Context: an optimization exercise on an open-source flow, tuned for small area, a short achievable clock period and few clock cycles. The choices shown serve that exercise and are no tape-out recipe. In this exercise RTL edits were held to simulation tests only and were not proved equivalent to the original. Power and IR drop assume default switching activity.

== the previous run ==
## bbe
module bbe (
    input             clk,
    input             rst,         
    input             cmd_valid,   
    input      [31:0] cmd,
    input      [63:0] operand,
    output reg        rsp_valid,   
    output reg        rsp_ok,
    output     [63:0] result,
    output            fault_line,
    input      [5:0]  hrd_addr,    
    output     [7:0]  hrd_data
);
    localparam [2:0] F_ILLEGAL = 3'd1, F_MODE = 3'd2, F_OVERFLOW = 3'd3,
                     F_UNDERFLOW = 3'd4, F_DOMAIN = 3'd5, F_ALLOC = 3'd6;
    localparam [1:0] S_IDLE = 2'd0, S_PUT2 = 2'd1, S_GETV2 = 2'd2, S_COMP = 2'd3;
    reg [63:0] cache_q;
    reg [6:0]  free_q;
    reg        mode_q;        
    reg [3:0]  capw_q;        
    reg [3:0]  wposw_q;       
    reg [3:0]  rposw_q;       
    reg [2:0]  fault_q;
    reg [31:0] fcmd_q;
    reg [63:0] result_q;
    reg [63:0] store [0:7];
    reg [1:0]  state_q;
    reg        x64_q;         
    reg [2:0]  cdst_q;        
    reg [5:0]  mw_q;          
    reg        neg_q;         
    assign result     = result_q;
    assign fault_line = (fault_q != 3'd0);
    wire [63:0] hrd_word = store[hrd_addr[5:3]];
    assign hrd_data = hrd_word >> {hrd_addr[2:0], 3'b000};
  ...
Size in the first run: roughly 12000 cells after synthesis, ~710 flip-flops, roughly 180 I/O pins.
make LEC_CHECK=0 ABC_AREA=1 CAP_MARGIN=20 CELL_PAD_IN_SITES_DETAIL_PLACEMENT=1 CELL_PAD_IN_SITES_GLOBAL_PLACEMENT=2 CORE_MARGIN=2 CORE_UTILIZATION=35 GPL_ROUTABILITY_DRIVEN=1 PLACE_DENSITY=0.5 SETUP_SLACK_MARGIN=5 SLEW_MARGIN=20 finish   # period 15.0 ns
run.sh (not shown) runs the stock make flow with config.mk's settings and CLKGATE_MAP_FILE= SYNTH_SCRIPT=/design/flow/synth_recipe.tcl, a recipe that flattens the netlist after the stock synthesis.
Testbench counts of the previous run, summed over its fixed seeds: cycles 7,977.
Input-level comparison between the current run and the previous run:
diff --git a/flow/config.mk b/flow/config.mk
--- a/flow/config.mk
+++ b/flow/config.mk
@@ -17 +17,2 @@
 export SLEW_MARGIN = 20
+export TNS_END_PERCENT = 5
Findings:
- There was hardly any difference in final non-filler cell area between the previous run and the current run.
- Lower post-route clock period utilization goes to the previous run over the current run.
- The previous run reports its library cell contributing the largest single delay on the critical path as sky130_fd_sc_hd__clkdlybuf4s50_1 while the current run reports sky130_fd_sc_hd__a2111oi_1.
- Looking at setup slack across the previous run and the current run, the one that comes out lower is the current run.
- Per the comparison of the current run with the previous run, net count reported at finish barely changed, portion of the layout cell area used by clock cells barely changed, power barely changed.
- The current run vs the previous run — non-clock buffer count dropped slightly

========
Starting RTL as in the previous note.
==> flow/config.mk <==
export PLATFORM = sky130hd
export DESIGN_NAME = bbe
export DESIGN_NICKNAME = bbe
export VERILOG_FILES = /design/flow/design.v
export SDC_FILE = /design/flow/constraint.sdc
export NUM_CORES = 4
export LEC_CHECK = 0
export ABC_AREA = 1
export CAP_MARGIN = 20
export CELL_PAD_IN_SITES_DETAIL_PLACEMENT = 1
export CELL_PAD_IN_SITES_GLOBAL_PLACEMENT = 2
export CORE_MARGIN = 2
export CORE_UTILIZATION = 35
export GPL_ROUTABILITY_DRIVEN = 1
export PLACE_DENSITY = 0.5
export SETUP_SLACK_MARGIN = 5
export SLEW_MARGIN = 20
export TNS_END_PERCENT = 5
==> flow/constraint.sdc <==
create_clock -name core_clock -period 15.0 [get_ports {clk}]
set_input_delay 3.0000 -clock core_clock [delete_from_list [all_inputs] [get_ports {clk}]]
set_output_delay 3.0000 -clock core_clock [all_outputs]
set_load 0.01 [all_outputs]
standard.sh (not shown) runs the stock make flow with config.mk's settings and CLKGATE_MAP_FILE= SYNTH_SCRIPT=/design/flow/synth_recipe.tcl, a recipe that flattens the netlist after the stock synthesis.
==> flow/flow/run.sh <==
#!/bin/bash
set -euo pipefail
bash standard.sh SETUP_SLACK_MARGIN=7 MATCH_CELL_FOOTPRINT=0 \
  "BUFFER_PORTS_ARGS=-buffer_cell sky130_fd_sc_hd__buf_4" finish > standard_flow.log 2>&1
The baseline completed with no timing, DRC or antenna violations.
Testbench counts at the start, summed over its fixed seeds: cycles 7,977.
Change:
==> flow/flow/run.sh (replaced) <==
#!/bin/bash
set -euo pipefail
bash standard.sh SETUP_SLACK_MARGIN=7 finish > standard_flow.log 2>&1
Count of clock-buffer cells in the layout shrinks by 3.
Total power grows by about 1.6%.
Cell area grows by about 5%.
Non-clock buffer count grows by 127.
Wire length grows by about 3.7%.
Setup slack improves by 590 ps.
Combinational power grows by about 7%.
Cell count grows by 0.96%.

-- static timing again, ports no longer ideal --
In the flow no input, the clock included, has a driving cell. The finished layouts below were timed again as built, in two steps.
Step 1 assumes that a clkbuf_16 drives the clock port and a buf_2 every other input.
Step 2 moves the port delays by t, midway between the first and last clock arrival at a register: inputs arrive t later, outputs are due t later. That takes back most of the time a late clock gives input paths.
Slacks: no drivers / after step 1 / after step 2; pairs: no drivers / after step 1.
| run | shift t [ns] | setup slack, ns | worst hold slack (ns) | worst slew at a driven data input, ns |
|---|---|---|---|---|
| the previous run | 0.847 | 4.963 / 4.995 / 4.195 | 0.464 / 0.464 / 0.464 | 0.05 |
| the current run | 0.845 | 4.847 / 4.818 / 4.173 | 0.464 / 0.464 / 0.464 | 0.06 |
| the first run of note 2 | 0.860 | 5.401 / 5.401 / 4.751 | 0.462 / 0.462 / 0.462 | 0.15 |
| the second run of note 2 | 0.896 | 5.991 / 5.991 / 5.274 | 0.463 / 0.463 / 0.463 | 0.06 |
After both steps every run listed still meets setup and hold. The setup slack of the previous run, which loses most, moves by +0.032 ns with the drivers and by -0.768 ns with both steps.
